From an optimization exercise on the open Yosys and OpenROAD flow, aimed at small area, a short achievable clock period and few clock cycles; shortcuts taken in it are not production practice.
In this exercise RTL edits were held to simulation tests only and were not proved equivalent to the original.
Power and IR drop assume default switching activity.

==> inputs of 10-01 <==
Design ppm_sync, start of the top module:
module ppm_sync (
    input  wire        clk,
    input  wire        rst,
    input  wire [31:0] t0,
    input  wire        edge_valid,
    input  wire [31:0] edge_ts,
    output wire        edge_ready,
    input  wire        cmd_valid,
    input  wire [35:0] cmd,
    output wire        cmd_ready,
    output reg         rsp_valid,
    output reg  [31:0] rsp,
    output reg         commit,
    output wire [7:0]  axis1,
    output wire [7:0]  axis2,
    output wire [7:0]  axis3,
    output wire [7:0]  axis4,
    output reg  [1:0]  btn,
    output reg  [6:0]  stat
);
export LEC_CHECK = 0
export CAP_MARGIN = 20
export CORE_MARGIN = 2
export CORE_UTILIZATION = 40
export SLEW_MARGIN = 30
create_clock -name core_clock -period 12.0 [get_ports {clk}]
standard.sh (not shown) runs the stock make flow with config.mk's settings and CLKGATE_MAP_FILE= SYNTH_SCRIPT=/design/flow/synth_recipe.tcl, a recipe that flattens the netlist after the stock synthesis.
==> flow/flow/run.sh <==
#!/bin/bash
# Layout flow: the standard ORFS flow (standard.sh) with the same SDC,
# clock period and settings, run in two parts:
#  * synthesis to clock tree synthesis, with timing repair (repair_timing
#    after CTS) asked to leave 8 ns of setup slack at the design's 12 ns
#    period, so it also shortens paths that already meet the period;
#  * global routing to the final layout, with a smaller repair target, so
#    the repair after global routing only touches the slowest paths.
# Gate cloning is left out of timing repair: clones loaded some drivers up
# to the max-slew and max-capacitance limits.
# Each part's full output goes to a log file of its own here.
set -euo pipefail
export SKIP_GATE_CLONING=1
SETUP_SLACK_MARGIN=8.0 bash standard.sh cts > standard_cts.log 2>&1
SETUP_SLACK_MARGIN=7.0 bash standard.sh > standard_finish.log 2>&1
==> 11-21 (differences from 10-01) <==
--- a/flow/config.mk
+++ b/flow/config.mk
@@ -10,2 +10,5 @@
 export CORE_UTILIZATION = 40
+export CTS_CLUSTER_DIAMETER = 60
+export CTS_CLUSTER_SIZE = 25
+export PLACE_DENSITY = 0.7
 export SLEW_MARGIN = 30
==> comparison table <==
item                                                              10-01           11-21
Run status                                               finished clean  finished clean
Clk Latency, worst-skew pair                                    0.94 ns         0.88 ns
Met1 Use GR                                                       39.3%           36.7%
Finished Cell Area                                            0.114 mm2       0.111 mm2
Setup slack on the worst flop-to-flop path                      7.50 ns         7.70 ns
Post-layout total power                                         27.6 mW         25.7 mW
Global-route wire length before repair                           573 mm          555 mm
Clock tree cell share of total cell area                          6.16%           4.49%
Share of the final layout cell area in sequential cells           38.4%           39.4%
Power attributed to sequential cells                            8.57 mW         8.56 mW
Achievable frequency                                          0.222 GHz       0.233 GHz
Power of the combinational group                                12.4 mW         12.0 mW
Core occupancy in the finished layout                             46.6%           45.3%
Testbench counts of 10-01, summed over its fixed seeds: cycles 21,435.
Testbench counts of 11-21, summed over its fixed seeds: cycles 21,435.

---

==> inputs of v20 <==
Another version of the RTL of ppm_sync (not shown whole).
Settings: LEC_CHECK=0, CAP_MARGIN=20, CORE_MARGIN=2, CORE_UTILIZATION=40, SLEW_MARGIN=30; clock period 12.0 ns.
==> flow/flow/run.sh <==
#!/bin/bash
set -euo pipefail
export SETUP_SLACK_MARGIN=8.0
bash standard.sh > standard.log 2>&1
==> v23: changes against v20 <==
--- a/flow/design.v
+++ b/flow/design.v
@@ -302,50 +302,57 @@
     wire take_e = !rst && edge_valid && edge_ready;
     wire take_c = !rst && cmd_valid && cmd_ready;
     wire        e_load = (!ev || go) && (sel_e || sel_c);
     wire        ld_c   = e_load && sel_c;
     wire        ld_e   = e_load && sel_e;
     wire [35:0] n_cmd  = sel_c ? cb : {OP_EDGE, eb_ts};
     wire [31:0] n_arg  = n_cmd[31:0];
-    wire [31:0] tl_eff = (ev && c_edge) ? arg : t_last;
-    wire [15:0] d_lo15 = {1'b0, n_arg[14:0]} + {1'b0, ~tl_eff[14:0]} + 16'd1;
-    wire [18:0] d_lo18 = {1'b0, n_arg[17:0]} + {1'b0, ~tl_eff[17:0]} + 19'd1;
-    wire [25:0] c_lo25 = {1'b0, n_arg[24:0]} + {1'b0, ~cal_start[24:0]} + 26'd1;
+    reg  [31:0] tl_pend;
+    wire [31:0] ca     = cb[31:0];
+    wire [15:0] d_lo15 = {1'b0, ca[14:0]} + {1'b0, ~tl_pend[14:0]} + 16'd1;
+    wire [15:0] e_lo15 = {1'b0, eb_ts[14:0]} + {1'b0, ~tl_pend[14:0]} + 16'd1;
+    wire [18:0] d_lo18 = {1'b0, ca[17:0]} + {1'b0, ~tl_pend[17:0]} + 19'd1;
+    wire [25:0] c_lo25 = {1'b0, ca[24:0]} + {1'b0, ~cal_start[24:0]} + 26'd1;
+    wire        rs_c   = sum_zero({1'b0, ca}, {1'b0, ~tl_pend}, 15, 31, d_lo15[15]) &&
+                         (d_lo15[14:0] > PAUSE_MIN[14:0]) && (d_lo15[14:0] < PAUSE_MAX[14:0]);
+    wire        rs_e   = sum_zero({1'b0, eb_ts}, {1'b0, ~tl_pend}, 15, 31, e_lo15[15]) &&
+                         (e_lo15[14:0] > PAUSE_MIN[14:0]) && (e_lo15[14:0] < PAUSE_MAX[14:0]);
     always @(posedge clk) begin
         if (edge_ready) eb_ts <= edge_ts;
         if (ld_c)
             cb <= ccnt[1] ? cb1 : cmd;
         else if (ccnt == 2'd0)
             cb <= cmd;
         if (ccnt == 2'd1 && !ld_c) cb1 <= cmd;
         if (e_load) begin
             e_port  <= !sel_c;
             op      <= n_cmd[35:32];
             arg     <= n_arg;
-            diff    <= n_arg - tl_eff;
-            e_axis  <= (n_arg >= 32'd1) && (n_arg <= 32'd4);
-            e_slot  <= n_arg <= 32'd6;
-            e_chan  <= (n_arg >= 32'd1) && (n_arg <= 32'd6);
-            e_btnch <= (n_arg == 32'd5) || (n_arg == 32'd6);
-            e_a0    <= n_arg == 32'd0;
-            e_a1    <= n_arg == 32'd1;
-            e_calx  <= !(sum_zero({1'b0, n_arg}, {1'b0, ~cal_start}, 25, 31, c_lo25[25]) &&
+            diff    <= n_arg - tl_pend;
+            e_axis  <= (ca >= 32'd1) && (ca <= 32'd4);
+            e_slot  <= ca <= 32'd6;
+            e_chan  <= (ca >= 32'd1) && (ca <= 32'd6);
+            e_btnch <= (ca == 32'd5) || (ca == 32'd6);
+            e_a0    <= ca == 32'd0;
+            e_a1    <= ca == 32'd1;
+            e_calx  <= !(sum_zero({1'b0, ca}, {1'b0, ~cal_start}, 25, 31, c_lo25[25]) &&
                          (c_lo25[24:0] < CAL_WINDOW[24:0]));
-            e_pres  <= sum_zero({1'b0, n_arg}, {1'b0, ~tl_eff}, 18, 31, d_lo18[18]) &&
+            e_pres  <= sum_zero({1'b0, ca}, {1'b0, ~tl_pend}, 18, 31, d_lo18[18]) &&
                        (d_lo18[17:0] <= STALE_LIMIT[17:0]);
-            e_rsr   <= sum_zero({1'b0, n_arg}, {1'b0, ~tl_eff}, 15, 31, d_lo15[15]) &&
-                       (d_lo15[14:0] > PAUSE_MIN[14:0]) && (d_lo15[14:0] < PAUSE_MAX[14:0]);
-            e_aoh   <= 7'b1 << n_arg[2:0];
+            e_rsr   <= sel_c ? rs_c : rs_e;
+            e_aoh   <= 7'b1 << ca[2:0];
         end
         if (rst) begin
-            eb_v  <= 1'b0;
-            eprec <= 2'd0;
-            ccnt  <= 2'd0;
-            ev    <= 1'b0;
+            eb_v    <= 1'b0;
+            eprec   <= 2'd0;
+            ccnt    <= 2'd0;
+            ev      <= 1'b0;
+            tl_pend <= t0;
         end else begin
+            if (e_load && n_cmd[35:32] == OP_EDGE) tl_pend <= n_arg;
             ccnt <= ccnt + {1'b0, take_c} - {1'b0, ld_c};
             if (take_e) begin
                 eb_v  <= 1'b1;
                 eprec <= ccnt - {1'b0, ld_c};
             end else begin
                 if (ld_e) eb_v <= 1'b0;
                 if (ld_c && eprec != 2'd0) eprec <= eprec - 2'd1;
==> flow/flow/run.sh (replaced) <==
#!/bin/bash
# Layout flow: the standard ORFS flow (standard.sh) with the same SDC,
# clock period and settings, run in two parts:
#  * synthesis to clock tree synthesis, with timing repair (repair_timing
#    after CTS) asked to leave 8 ns of setup slack at the design's 12 ns
#    period, so it also shortens paths that already meet the period;
#  * global routing to the final layout, with a smaller repair target, so
#    the repair after global routing only touches the slowest paths.
# Gate cloning is left out of timing repair: clones loaded some drivers up
# to the max-slew and max-capacitance limits.
# Each part's full output goes to a log file of its own here.
set -euo pipefail
export SKIP_GATE_CLONING=1
SETUP_SLACK_MARGIN=8.0 bash standard.sh cts > standard_cts.log 2>&1
SETUP_SLACK_MARGIN=7.0 bash standard.sh > standard_finish.log 2>&1
Settings changed: CTS_CLUSTER_DIAMETER from default to 60, CTS_CLUSTER_SIZE from default to 25.
==> v34: changes against v20 <==
--- a/flow/design.v
+++ b/flow/design.v
@@ -302,50 +302,57 @@
     wire take_e = !rst && edge_valid && edge_ready;
     wire take_c = !rst && cmd_valid && cmd_ready;
     wire        e_load = (!ev || go) && (sel_e || sel_c);
     wire        ld_c   = e_load && sel_c;
     wire        ld_e   = e_load && sel_e;
     wire [35:0] n_cmd  = sel_c ? cb : {OP_EDGE, eb_ts};
     wire [31:0] n_arg  = n_cmd[31:0];
-    wire [31:0] tl_eff = (ev && c_edge) ? arg : t_last;
-    wire [15:0] d_lo15 = {1'b0, n_arg[14:0]} + {1'b0, ~tl_eff[14:0]} + 16'd1;
-    wire [18:0] d_lo18 = {1'b0, n_arg[17:0]} + {1'b0, ~tl_eff[17:0]} + 19'd1;
-    wire [25:0] c_lo25 = {1'b0, n_arg[24:0]} + {1'b0, ~cal_start[24:0]} + 26'd1;
+    reg  [31:0] tl_pend;
+    wire [31:0] ca     = cb[31:0];
+    wire [15:0] d_lo15 = {1'b0, ca[14:0]} + {1'b0, ~tl_pend[14:0]} + 16'd1;
+    wire [15:0] e_lo15 = {1'b0, eb_ts[14:0]} + {1'b0, ~tl_pend[14:0]} + 16'd1;
+    wire [18:0] d_lo18 = {1'b0, ca[17:0]} + {1'b0, ~tl_pend[17:0]} + 19'd1;
+    wire [25:0] c_lo25 = {1'b0, ca[24:0]} + {1'b0, ~cal_start[24:0]} + 26'd1;
+    wire        rs_c   = sum_zero({1'b0, ca}, {1'b0, ~tl_pend}, 15, 31, d_lo15[15]) &&
+                         (d_lo15[14:0] > PAUSE_MIN[14:0]) && (d_lo15[14:0] < PAUSE_MAX[14:0]);
+    wire        rs_e   = sum_zero({1'b0, eb_ts}, {1'b0, ~tl_pend}, 15, 31, e_lo15[15]) &&
+                         (e_lo15[14:0] > PAUSE_MIN[14:0]) && (e_lo15[14:0] < PAUSE_MAX[14:0]);
     always @(posedge clk) begin
         if (edge_ready) eb_ts <= edge_ts;
         if (ld_c)
             cb <= ccnt[1] ? cb1 : cmd;
         else if (ccnt == 2'd0)
             cb <= cmd;
         if (ccnt == 2'd1 && !ld_c) cb1 <= cmd;
         if (e_load) begin
             e_port  <= !sel_c;
             op      <= n_cmd[35:32];
             arg     <= n_arg;
-            diff    <= n_arg - tl_eff;
-            e_axis  <= (n_arg >= 32'd1) && (n_arg <= 32'd4);
-            e_slot  <= n_arg <= 32'd6;
-            e_chan  <= (n_arg >= 32'd1) && (n_arg <= 32'd6);
-            e_btnch <= (n_arg == 32'd5) || (n_arg == 32'd6);
-            e_a0    <= n_arg == 32'd0;
-            e_a1    <= n_arg == 32'd1;
-            e_calx  <= !(sum_zero({1'b0, n_arg}, {1'b0, ~cal_start}, 25, 31, c_lo25[25]) &&
+            diff    <= n_arg - tl_pend;
+            e_axis  <= (ca >= 32'd1) && (ca <= 32'd4);
+            e_slot  <= ca <= 32'd6;
+            e_chan  <= (ca >= 32'd1) && (ca <= 32'd6);
+            e_btnch <= (ca == 32'd5) || (ca == 32'd6);
+            e_a0    <= ca == 32'd0;
+            e_a1    <= ca == 32'd1;
+            e_calx  <= !(sum_zero({1'b0, ca}, {1'b0, ~cal_start}, 25, 31, c_lo25[25]) &&
                          (c_lo25[24:0] < CAL_WINDOW[24:0]));
-            e_pres  <= sum_zero({1'b0, n_arg}, {1'b0, ~tl_eff}, 18, 31, d_lo18[18]) &&
+            e_pres  <= sum_zero({1'b0, ca}, {1'b0, ~tl_pend}, 18, 31, d_lo18[18]) &&
                        (d_lo18[17:0] <= STALE_LIMIT[17:0]);
-            e_rsr   <= sum_zero({1'b0, n_arg}, {1'b0, ~tl_eff}, 15, 31, d_lo15[15]) &&
-                       (d_lo15[14:0] > PAUSE_MIN[14:0]) && (d_lo15[14:0] < PAUSE_MAX[14:0]);
-            e_aoh   <= 7'b1 << n_arg[2:0];
+            e_rsr   <= sel_c ? rs_c : rs_e;
+            e_aoh   <= 7'b1 << ca[2:0];
         end
         if (rst) begin
-            eb_v  <= 1'b0;
-            eprec <= 2'd0;
-            ccnt  <= 2'd0;
-            ev    <= 1'b0;
+            eb_v    <= 1'b0;
+            eprec   <= 2'd0;
+            ccnt    <= 2'd0;
+            ev      <= 1'b0;
+            tl_pend <= t0;
         end else begin
+            if (e_load && n_cmd[35:32] == OP_EDGE) tl_pend <= n_arg;
             ccnt <= ccnt + {1'b0, take_c} - {1'b0, ld_c};
             if (take_e) begin
                 eb_v  <= 1'b1;
                 eprec <= ccnt - {1'b0, ld_c};
             end else begin
                 if (ld_e) eb_v <= 1'b0;
                 if (ld_c && eprec != 2'd0) eprec <= eprec - 2'd1;
==> flow/run.sh (new file) <==
#!/bin/bash
# synth_recipe.tcl (not shown) runs the flow's synth.tcl, then flattens the netlist and writes it again
# the make line also repeats each setting of config.mk as NAME=value (left out here)
make -C /OpenROAD-flow-scripts/flow DESIGN_CONFIG=/design/flow/config.mk WORK_HOME=/design/flow/orfs CLKGATE_MAP_FILE= SYNTH_SCRIPT=/design/flow/synth_recipe.tcl finish
Settings changed: SETUP_SLACK_MARGIN from default to 5.
removed: flow/flow/run.sh
removed: flow/standard.sh
==> summary of the runs <==
- v20 finished but failed the layout checks on max-capacitance violations, max-slew violations. v34 went through all stages and came out clean. v23 completed without violations.
- Against v34, the critical path depth of v20 is lower by 6.
- The lowest setup slack belongs to v34, the highest to v23.
- Sequential power, lowest first: v20, v23, v34.
- Between v20 and v23, the lower core utilization is in v23 (gap 5.0 points).
- Against v34, the power of v23 is larger by about 0.25%.
- The lowest clock skew belongs to v20, the highest to v34.
- Between v34 and v20, the lower die area is in v20 (gap 4.5%, measured against v20).
- Between v23 and v20, the lower maximum frequency is in v20 (gap 5.5%, measured against v20).
- First-iteration DRC count: v34 is larger than v23 (0.75%).
==> figures <==
# Max-Cap Violations: v34 0; v20 3; v23 0
Count of distinct cell types in the synthesized netlist: v34 95; v20 94; v23 95
Multi-input comb cells: v34 7562; v20 7304; v23 7562
Comb. pwr: v34 11.2 mW; v20 13.3 mW; v23 12.4 mW
Power density over cell area: v34 238 nW/um^2; v20 236 nW/um^2; v23 235 nW/um^2
Std-Cell Core Area: v34 246000 sq um; v20 235000 sq um; v23 246000 sq um
Proportion of netlist area held by the largest area contributor: v34 23.2%; v20 24.3%; v23 23.2%
Post-layout util: v34 45.1%; v20 50.8%; v23 45.7%
Endpoint, Worst Hold: v34 u_r[3][1]; v20 u_r[1][1]; v23 u_r[2][1]
Inst Count DP: v34 13500; v20 13100; v23 13500
Sequential-to-total area share from yosys stat: v34 44.4%; v20 45.4%; v23 44.4%
Count of fill cells added during filler insertion: v34 23300; v20 20800; v23 23000
Outcome: v34 no timing/DRC/antenna violations; v20 failed layout checks; v23 no timing/DRC/antenna violations
Layout check failures: v34 -; v20 max-capacitance violations, max-slew violations; v23 -
Largest net degree at the start of global routing: v34 170; v20 204; v23 100
Cells on worst reg2reg path: v34 19; v20 13; v23 7
Worst-case headroom to the max-slew limit: v34 24.0%; v20 -21.2%; v23 26.2%
Endpoint arrival time on the critical path: v34 6.41 ns; v20 5.49 ns; v23 4.99 ns
Net count after synthesis: v34 11300; v20 10900; v23 11300
Vias in the first global route: v34 81000; v20 80700; v23 82800
Testbench counts of v20, summed over its fixed seeds: cycles 21,435.
Testbench counts of v23, summed over its fixed seeds: cycles 21,435.
Testbench counts of v34, summed over its fixed seeds: cycles 21,435.

[static timing again, ports no longer ideal]
In the flow no input, the clock included, has a driving cell. The finished layouts below were timed again as built, in two steps.
Step 1 assumes that a clkbuf_16 drives the clock port and a buf_2 every other input.
Step 2 times the ports against the registers' clock, not the clock port: input delays grow and output delays shrink by t, the midpoint of the rising clock arrivals with the driver on.
a / b / c = ideal / step 1 / step 2; a / b = the first two.
run | shift t [ns] | setup WS [ns] | slew at the worst register clock pin (ns) | cell pins on the clock port's net
10-01 | 0.986 | 7.497 / 7.497 / 6.882 | 0.07 / 0.07 | 1
11-21 | 0.932 | 7.701 / 7.701 / 7.010 | 0.10 / 0.10 | 1
v20 | 0.961 | 7.266 / 7.266 / 6.907 | 0.07 / 0.07 | 1
v23 | 0.935 | 7.513 / 7.513 / 7.024 | 0.10 / 0.10 | 1
v34 | 0.977 | 6.238 / 6.238 / 6.120 | 0.07 / 0.07 | 1
For 11-21, which loses most, drivers alone change the setup slack by 0.000 ns; drivers and shift together by -0.691 ns.
